From an optimization exercise on the open Yosys and OpenROAD flow, aimed at small area, a short achievable clock period and few clock cycles per item; shortcuts taken in it are not production practice. Where RTL was checked, it was by simulation tests only, not by an equivalence proof against the original.

==> v8 <==
// vpb_adpcm
module vpb_adpcm (
    input  wire               clk,
    input  wire               rst,
    input  wire               start,
    output wire               busy,
    input  wire        [15:0] count,
    input  wire       [255:0] coefs,      
    input  wire         [7:0] ps_in,
    input  wire signed [15:0] yn1_in,
    input  wire signed [15:0] yn2_in,
    input  wire               in_valid,
    output wire               in_ready,
    input  wire         [7:0] in_byte,
    output wire               out_valid,
    input  wire               out_ready,
    output wire signed [15:0] out_sample,
    output wire               done,
    output wire         [7:0] ps_out,
    output wire signed [15:0] yn1_out,
    output wire signed [15:0] yn2_out
);
    function [23:0] booth_enc(input [15:0] c);
        integer i;
        reg b2, b1, b0;
        begin
            for (i = 0; i < 8; i = i + 1) begin
                b2 = c[2*i+1];
                b1 = c[2*i];
                b0 = (i == 0) ? 1'b0 : c[2*i-1];
                booth_enc[i]      = b1 ^ b0;
                booth_enc[8 + i]  = (b2 & ~b1 & ~b0) | (~b2 & b1 & b0);
                booth_enc[16 + i] = b2 & ~(b1 & b0);
            end
        end
    endfunction
    reg               running;
    reg       [255:0] coef_r;
    reg        [15:0] a_left;      
    reg         [2:0] pos;         
    reg         [7:0] hn;          
    reg               hn_v;
    reg         [7:0] cur, nxt;    
    reg               cur_v, nxt_v;
    reg         [7:0] ps_a;        
    reg               fl;          
    reg         [3:0] j;           
    reg        [15:0] c2_r;
    wire       [23:0] c2_e = booth_enc(c2_r);
    reg        [32:0] p;           
    reg         [6:0] pc;
    reg        [15:0] c1_r;
    wire       [23:0] c1_e = booth_enc(c1_r);
    reg               pv, p_last;
    reg        [15:0] y1, y2;      
    reg               of_p, of_n;  
    reg               keep;        
    reg               ov, o_last;
    reg               done_r;
  ...
clock: 15.0 ns
lec_check: 0
abc_area: 1
cap_margin: 20
core_margin: 2
core_utilization: 40
place_density: 0.6
slew_margin: 20
setup_slack_margin: 11
buffer_ports_args: -buffer_cell sky130_fd_sc_hd__buf_1
cts_args: -sink_clustering_enable -repair_clock_nets -buf_list sky130_fd_sc_hd__clkbuf_4 -dont_use_dummy_load
standard.sh (not shown) runs the stock make flow with config.mk's settings and CLKGATE_MAP_FILE= SYNTH_SCRIPT=/design/flow/synth_recipe.tcl, a recipe that flattens the netlist after the stock synthesis.
==> flow/flow/run.sh <==
#!/bin/bash
set -euo pipefail
cat >> config.mk <<'EOC'
export SETUP_SLACK_MARGIN = 11
export BUFFER_PORTS_ARGS = -buffer_cell sky130_fd_sc_hd__buf_1
export CTS_ARGS = -sink_clustering_enable -repair_clock_nets -buf_list sky130_fd_sc_hd__clkbuf_4 -dont_use_dummy_load
EOC
bash standard.sh > orfs_make.log 2>&1
==> v1: changes against v8 <==
Settings changed: ABC_AREA 1 to default.
==> v2: changes against v8 <==
--- a/flow/design.v
+++ b/flow/design.v
@@ -50,14 +50,16 @@
     reg         [6:0] pc;
     reg        [15:0] c1_r;
     wire       [23:0] c1_e = booth_enc(c1_r);
     reg               pv, p_last;
     reg        [15:0] y1, y2;      
     reg               of_p, of_n;  
     reg               keep;        
+    reg        [15:0] y1_sn;
+    reg               keep_sn, of_p_sn, of_n_sn;
     reg               ov, o_last;
     reg               done_r;
     wire [15:0] y1c = {(y1[15] & keep) | of_n, (y1[14:0] & {15{keep}}) | {15{of_p}}};
     wire accept   = start && !running;
     wire hdr_in   = (pos == 3'd0);
     assign in_ready = running && (hdr_in ? !hn_v : !nxt_v);
     wire in_fire  = in_valid && in_ready;
@@ -906,14 +908,32 @@
     wire [4:0] a_blk7 = ta_x[32:29] + ta_y[32:29];
     wire [32:0] a_sum = {a_blk7[3:0], a_blk6[3:0], a_blk5[3:0], a_blk4[3:0], a_blk3[4:0], a_blk2[3:0], a_blk1[3:0], a_blk0[3:0]};
     wire [6:0] a_cry = {a_blk6[4], a_blk5[4], a_blk4[4], a_blk3[5], a_blk2[4], a_blk1[4], a_blk0[4]};
     wire  [5:0] bh0   = tb_x[32:27] + tb_y[32:27];
     wire  [5:0] bh1   = bh0 + 6'd1;
     wire        b_ovf = b_c27 ? (bh1 != 6'd0) : (bh0 != 6'd0);
     wire        b_neg = b_c27 ? bh1[5] : bh0[5];
+    wire        a_first = af && !pv;    
+    wire [15:0] y1_nx   = bf      ? {~b_sum[26], b_sum[25:11]} :
+                          a_first ? y2 :
+                          accept  ? ((count == 16'd0) ? yn1_in : yn2_in) :
+                                    ~y1_sn;
+    wire        keep_nx = bf ? !b_ovf           : accept ? 1'b1 : ~keep_sn;
+    wire        of_p_nx = bf ? (b_ovf && !b_neg) : accept ? 1'b0 : ~of_p_sn;
+    wire        of_n_nx = bf ? (b_ovf && b_neg)  : accept ? 1'b0 : ~of_n_sn;
+    always @(posedge clk) begin
+        y1      <= y1_nx;
+        y1_sn   <= ~y1_nx;
+        keep    <= keep_nx;
+        keep_sn <= ~keep_nx;
+        of_p    <= of_p_nx;
+        of_p_sn <= ~of_p_nx;
+        of_n    <= of_n_nx;
+        of_n_sn <= ~of_n_nx;
+    end
     always @(posedge clk) begin
         if (rst) begin
             running <= 1'b0;
             pv      <= 1'b0;
             ov      <= 1'b0;
             done_r  <= 1'b0;
         end else begin
@@ -924,23 +944,18 @@
                 pos    <= 3'd0;
                 hn_v   <= 1'b0;
                 cur_v  <= 1'b0;
                 nxt_v  <= 1'b0;
                 fl     <= 1'b0;
                 j      <= 4'd0;
                 ps_a   <= ps_in;
-                of_p   <= 1'b0;
-                of_n   <= 1'b0;
-                keep   <= 1'b1;
                 if (count == 16'd0) begin
-                    y1     <= yn1_in;
                     y2     <= yn2_in;
                     done_r <= 1'b1;
                 end else begin
-                    y1      <= yn2_in;
                     y2      <= yn1_in;
                     running <= 1'b1;
                 end
             end
             if (in_fire) begin
                 pos <= pos + 3'd1;
                 if (hdr_in) begin
@@ -979,25 +994,20 @@
                 a_left <= a_left - 16'd1;
                 p      <= a_sum;
                 pc     <= a_cry;
                 c1_r   <= c1sel;
                 pv     <= 1'b1;
                 p_last <= (a_left == 16'd1);
                 if (!pv) begin
-                    y1 <= y2;
                     y2 <= y1c;
                 end
             end else if (bf) begin
                 pv <= 1'b0;
             end
             if (bf) begin
-                y1     <= {~b_sum[26], b_sum[25:11]};
-                of_p   <= b_ovf && !b_neg;
-                of_n   <= b_ovf && b_neg;
-                keep   <= !b_ovf;
                 y2     <= y1c;
                 ov     <= 1'b1;
                 o_last <= p_last;
             end else if (out_fire) begin
                 ov <= 1'b0;
             end
             if (out_fire && o_last) begin
Settings changed: ABC_AREA 1 to default.
==> results.txt <==
Result of the run: v8 complete, no violations; v2 complete, no violations; v1 complete, no violations
Fmax achieved: v8 185 MHz; v2 188 MHz; v1 187 MHz
Fraction of area in registers: v8 31.1%; v2 32.0%; v1 33.4%
Iteration-0 DRC Markers: v8 2397; v2 2168; v1 1808
Final worst-path cycle share: v8 36.1%; v2 35.6%; v1 35.7%
Post-synthesis cell count: v8 3190; v2 2688; v1 2643
Clock slew seen by the registers of the worst setup and hold paths: v8 0.06 ns; v2 0.06 ns; v1 0.05 ns
Uppermost routed layer: v8 met5; v2 met4; v1 met5
Postcts setup bufs: v8 222; v2 183; v1 135
Detailed-placement wirelength estimate: v8 66900 microns; v2 62000 microns; v1 64200 microns
EDFF count, synth: v8 424; v2 405; v1 424
Routability congestion estimate: v8 0.902; v2 0.928; v1 0.864
Worst r2r src: v8 keep$_SDFFCE_PN1P_; v2 keep$_DFF_P_; v1 keep$_SDFFCE_PN1P_
Total via count in the routed design: v8 27000; v2 23800; v1 23500
Testbench counts of v8, summed over its fixed seeds: cycles 39,048, samples 38,080.
Testbench counts of v1, summed over its fixed seeds: cycles 39,048, samples 38,080.
Function not checked in v2: the RTL went through the layout flow alone.

==> job 2990: inputs <==
vpb_adpcm, a different RTL version from the one above (not shown whole).
// vpb_adpcm
module vpb_adpcm (
    input  wire               clk,
    input  wire               rst,
    input  wire               start,
    output wire               busy,
    input  wire        [15:0] count,
    input  wire       [255:0] coefs,      
    input  wire         [7:0] ps_in,
    input  wire signed [15:0] yn1_in,
    input  wire signed [15:0] yn2_in,
    input  wire               in_valid,
    output wire               in_ready,
    input  wire         [7:0] in_byte,
    output wire               out_valid,
    input  wire               out_ready,
    output wire signed [15:0] out_sample,
    output wire               done,
    output wire         [7:0] ps_out,
    output wire signed [15:0] yn1_out,
    output wire signed [15:0] yn2_out
);
    function [23:0] booth_enc(input [15:0] c);
        integer i;
        reg b2, b1, b0;
        begin
            for (i = 0; i < 8; i = i + 1) begin
                b2 = c[2*i+1];
                b1 = c[2*i];
                b0 = (i == 0) ? 1'b0 : c[2*i-1];
                booth_enc[i]      = b1 ^ b0;
                booth_enc[8 + i]  = (b2 & ~b1 & ~b0) | (~b2 & b1 & b0);
                booth_enc[16 + i] = b2 & ~(b1 & b0);
            end
        end
    endfunction
    function [32:0] booth_row(input [23:0] e, input [15:0] y, input integer i);
        reg [16:0] m;
        integer j;
        begin
            for (j = 0; j < 17; j = j + 1)
                m[j] = (e[i] & y[(j == 16) ? 15 : j]) |
                       (e[8 + i] & ((j == 0) ? 1'b0 : y[j - 1]));
            m = m ^ {17{e[16 + i]}};
            booth_row = {16'd0, ~m[16], m[15:0]} << (2 * i);
        end
    endfunction
    localparam [32:0] KROW = ~33'h055550000 + 33'd1;    
    reg               running;
    reg       [255:0] coef_r;
    reg        [15:0] a_left;      
    reg         [2:0] pos;         
    reg         [7:0] hn;          
    reg               hn_v;
    reg         [7:0] cur, nxt;    
    reg               cur_v, nxt_v;
    reg         [7:0] ps_a;        
    reg               fl;          
    reg         [3:0] j;           
    reg        [23:0] c2_e;
    reg        [32:0] p;           
    reg        [23:0] c1_e;
    reg               pv, p_last;
    reg        [15:0] y1, y2;      
    reg               of_p, of_n;  
    reg               keep;        
    reg               ov, o_last;
  ...
export LEC_CHECK = 0
export CAP_MARGIN = 20
export CORE_MARGIN = 2
export CORE_UTILIZATION = 40
export PLACE_DENSITY = 0.6
export SLEW_MARGIN = 20
export SETUP_SLACK_MARGIN = 10
export BUFFER_PORTS_ARGS = -buffer_cell sky130_fd_sc_hd__buf_1
create_clock -name core_clock -period 15.0 [get_ports {clk}]
==> flow/flow/run.sh <==
#!/bin/bash
set -euo pipefail
cat >> config.mk <<'EOC'
export SETUP_SLACK_MARGIN = 10
export BUFFER_PORTS_ARGS = -buffer_cell sky130_fd_sc_hd__buf_1
EOC
bash standard.sh > orfs_make.log 2>&1
==> job 6339: changes against job 2990 <==
--- a/flow/design.v
+++ b/flow/design.v
@@ -57,53 +57,51 @@
     reg               fl;          
     reg         [3:0] j;           
     reg        [23:0] c2_e;
     reg        [32:0] p;           
     reg        [23:0] c1_e;
     reg               pv, p_last;
     reg        [15:0] y1, y2;      
     reg               of_p, of_n;  
-    reg               keep;        
     reg               ov, o_last;
     reg               done_r;
-    wire [15:0] y1c = {(y1[15] & keep) | of_n, (y1[14:0] & {15{keep}}) | {15{of_p}}};
+    wire [15:0] y1c = of_p ? 16'h7fff : of_n ? 16'h8000 : y1;
     wire accept   = start && !running;
     wire hdr_in   = (pos == 3'd0);
     assign in_ready = running && (hdr_in ? !hn_v : !nxt_v);
     wire in_fire  = in_valid && in_ready;
     wire out_fire = ov && out_ready;
     wire a_rdy = running && fl && cur_v && (a_left != 16'd0);
     wire bf    = pv && (!ov || out_ready) && (a_rdy || p_last);
     wire af    = a_rdy && (!pv || bf);
     wire fend  = (j == 4'd13);
-    wire fload = running && hn_v && (!fl || (af && fend));
+    wire fload = hn_v && (!fl || (af && fend));
     wire        [3:0] nib   = j[0] ? cur[3:0] : cur[7:4];
     wire        [3:0] scale = ps_a[3:0];
-    wire signed [18:0] tsh  = $signed({{15{nib[3]}}, nib}) <<< scale;
-    wire       [32:0] term  = {{3{tsh[18]}}, tsh, 11'd0};
+    wire       [32:0] term  = $signed({{29{nib[3]}}, nib}) <<< (scale + 5'd11);
     wire       [15:0] c1sel = coef_r[{ps_a[6:4], 1'b0} * 16 +: 16];
     wire       [15:0] c2sel = coef_r[{hn[6:4], 1'b1} * 16 +: 16];
     wire       [23:0] c1_n  = booth_enc(c1sel);
     wire [32:0] a_sum = booth_row(c2_e, y1c, 0) + booth_row(c2_e, y1c, 1) +
                         booth_row(c2_e, y1c, 2) + booth_row(c2_e, y1c, 3) +
                         booth_row(c2_e, y1c, 4) + booth_row(c2_e, y1c, 5) +
                         booth_row(c2_e, y1c, 6) + booth_row(c2_e, y1c, 7) +
                         {18'd0, c2_e[23], 1'b0, c2_e[22], 1'b0, c2_e[21], 1'b0, c2_e[20], 1'b0,
                          c2_e[19], 1'b0, c2_e[18], 1'b0, c2_e[17], 1'b0, c2_e[16]} +
                         {18'd0, c1_n[23], 14'd0} +
-                        term + (KROW + KROW + 33'd1024 + 33'h004000000);
+                        term + (KROW + KROW + 33'd1024);
     wire [32:0] b_sum = booth_row(c1_e, y1c, 0) + booth_row(c1_e, y1c, 1) +
                         booth_row(c1_e, y1c, 2) + booth_row(c1_e, y1c, 3) +
                         booth_row(c1_e, y1c, 4) + booth_row(c1_e, y1c, 5) +
                         booth_row(c1_e, y1c, 6) + booth_row(c1_e, y1c, 7) +
                         {20'd0, c1_e[22], 1'b0, c1_e[21], 1'b0, c1_e[20], 1'b0,
                          c1_e[19], 1'b0, c1_e[18], 1'b0, c1_e[17], 1'b0, c1_e[16]} +
                         p;
-    wire b_ovf = |b_sum[32:27];
+    wire b_ovf = !(&b_sum[32:26] || !(|b_sum[32:26]));
     always @(posedge clk) begin
         if (rst) begin
             running <= 1'b0;
             pv      <= 1'b0;
             ov      <= 1'b0;
             done_r  <= 1'b0;
         end else begin
             done_r <= 1'b0;
@@ -114,17 +112,16 @@
                 hn_v   <= 1'b0;
                 cur_v  <= 1'b0;
                 nxt_v  <= 1'b0;
                 fl     <= 1'b0;
                 j      <= 4'd0;
                 ps_a   <= ps_in;
                 of_p   <= 1'b0;
                 of_n   <= 1'b0;
-                keep   <= 1'b1;
                 if (count == 16'd0) begin
                     y1     <= yn1_in;
                     y2     <= yn2_in;
                     done_r <= 1'b1;
                 end else begin
                     y1      <= yn2_in;
                     y2      <= yn1_in;
                     running <= 1'b1;
@@ -173,20 +170,19 @@
                 if (!pv) begin
                     y1 <= y2;
                     y2 <= y1c;
                 end
             end else if (bf) begin
                 pv <= 1'b0;
             end
             if (bf) begin
-                y1     <= {~b_sum[26], b_sum[25:11]};
+                y1     <= b_sum[26:11];
                 of_p   <= b_ovf && !b_sum[32];
                 of_n   <= b_ovf && b_sum[32];
-                keep   <= !b_ovf;
                 y2     <= y1c;
                 ov     <= 1'b1;
                 o_last <= p_last;
             end else if (out_fire) begin
                 ov <= 1'b0;
             end
             if (out_fire && o_last) begin
                 running <= 1'b0;
==> flow/run.sh (new file) <==
#!/bin/bash
# synth_recipe.tcl (not shown) runs the flow's synth.tcl, then flattens the netlist and writes it again
# the make line also repeats each setting of config.mk as NAME=value (left out here)
make -C /OpenROAD-flow-scripts/flow DESIGN_CONFIG=/design/flow/config.mk WORK_HOME=/design/flow/orfs CLKGATE_MAP_FILE= SYNTH_SCRIPT=/design/flow/synth_recipe.tcl finish
Settings changed: BUFFER_PORTS_ARGS -buffer_cell sky130_fd_sc_hd__buf_1 to unset, SETUP_SLACK_MARGIN 10 to unset.
removed: flow/flow/run.sh
removed: flow/standard.sh
==> impl_metrics.py <==
metrics = {
    "run_status": {
        "status": "timing/DRC/antenna clean",
    },
    "detailed_routing": {
        "wl_met1_um": 37700,
    },
    "hold_path": {
        "min_from": "nxt[0]",
    },
    "die": {
        "die_area_um2": 83800,
    },
    "clock_tree": {
        "cts.sinks": 437,
    },
    "worst_setup_path": {
        "crit_slowest_cell": "fa_2",
        "cp_num_cells": 22,
        "critPathCapture": "p[32]",
    },
    "cells_and_area": {
        "final.fill_count": 7126,
    },
    "yosys": {
        "synth_area_um2": 32600,
    },
}
the above is filed under job 2990

==> impl_metrics.py <==
metrics = {
    "run_status": {
        "status": "timing/DRC/antenna clean",
    },
    "yosys": {
        "synth_top_family_by_area": "adder cells",
        "synthSimpleGateAreaFrac": 0.0447,
        "synth_area_um2": 32800,
    },
    "detailed_routing": {
        "top_layer_used": "met4",
        "wl_met1_um": 37800,
    },
    "die": {
        "die_area_um2": 84200,
        "start_util": 0.405,
    },
    "worst_setup_path": {
        "cp_num_cells": 26,
        "crit_slowest_cell": "xor2_1",
        "critPathCapture": "p[31]",
    },
    "clock_tree": {
        "cts.sinks": 436,
    },
    "cells_and_area": {
        "final.fill_count": 7107,
    },
    "timing": {
        "drv_slew": 0,
    },
}
the above is filed under job 6339

Function was not checked in any run of this note: the RTL went through the layout flow alone.

[what the ideal ports hide]
The results above use ideal ports. As a check the final layouts listed here were re-extracted and re-timed, cells and wires unchanged.
Step 1 assumes that a clkbuf_16 drives the clock port and a buf_2 every other input.
Step 2 also shifts input and output timing later by t, the mid clock arrival at the registers, as if the neighbouring blocks saw the same clock.
Slacks: ideal ports / drivers / drivers and shift; pairs: ideal ports / drivers.
run | shift t [ns] | setup WS [ns] | worst setup path at the end | slew at the worst register clock pin (ns) | worst slew at a driven data input, ns
v8 | 0.875 | 9.583 / 9.583 / 9.583 | register to register | 0.08 / 0.08 | 0.09
v1 | 0.912 | 9.642 / 9.642 / 9.642 | register to register | 0.07 / 0.07 | 0.09
v2 | 0.948 | 9.667 / 9.604 / 9.669 | register to register | 0.08 / 0.08 | 0.07
job 2990 | 0.660 | 8.451 / 8.451 / 8.451 | register to register | 0.07 / 0.07 | 0.09
job 6339 | 0.667 | 7.248 / 7.248 / 7.248 | register to register | 0.07 / 0.07 | 0.09
After both steps every run listed still meets setup and hold.
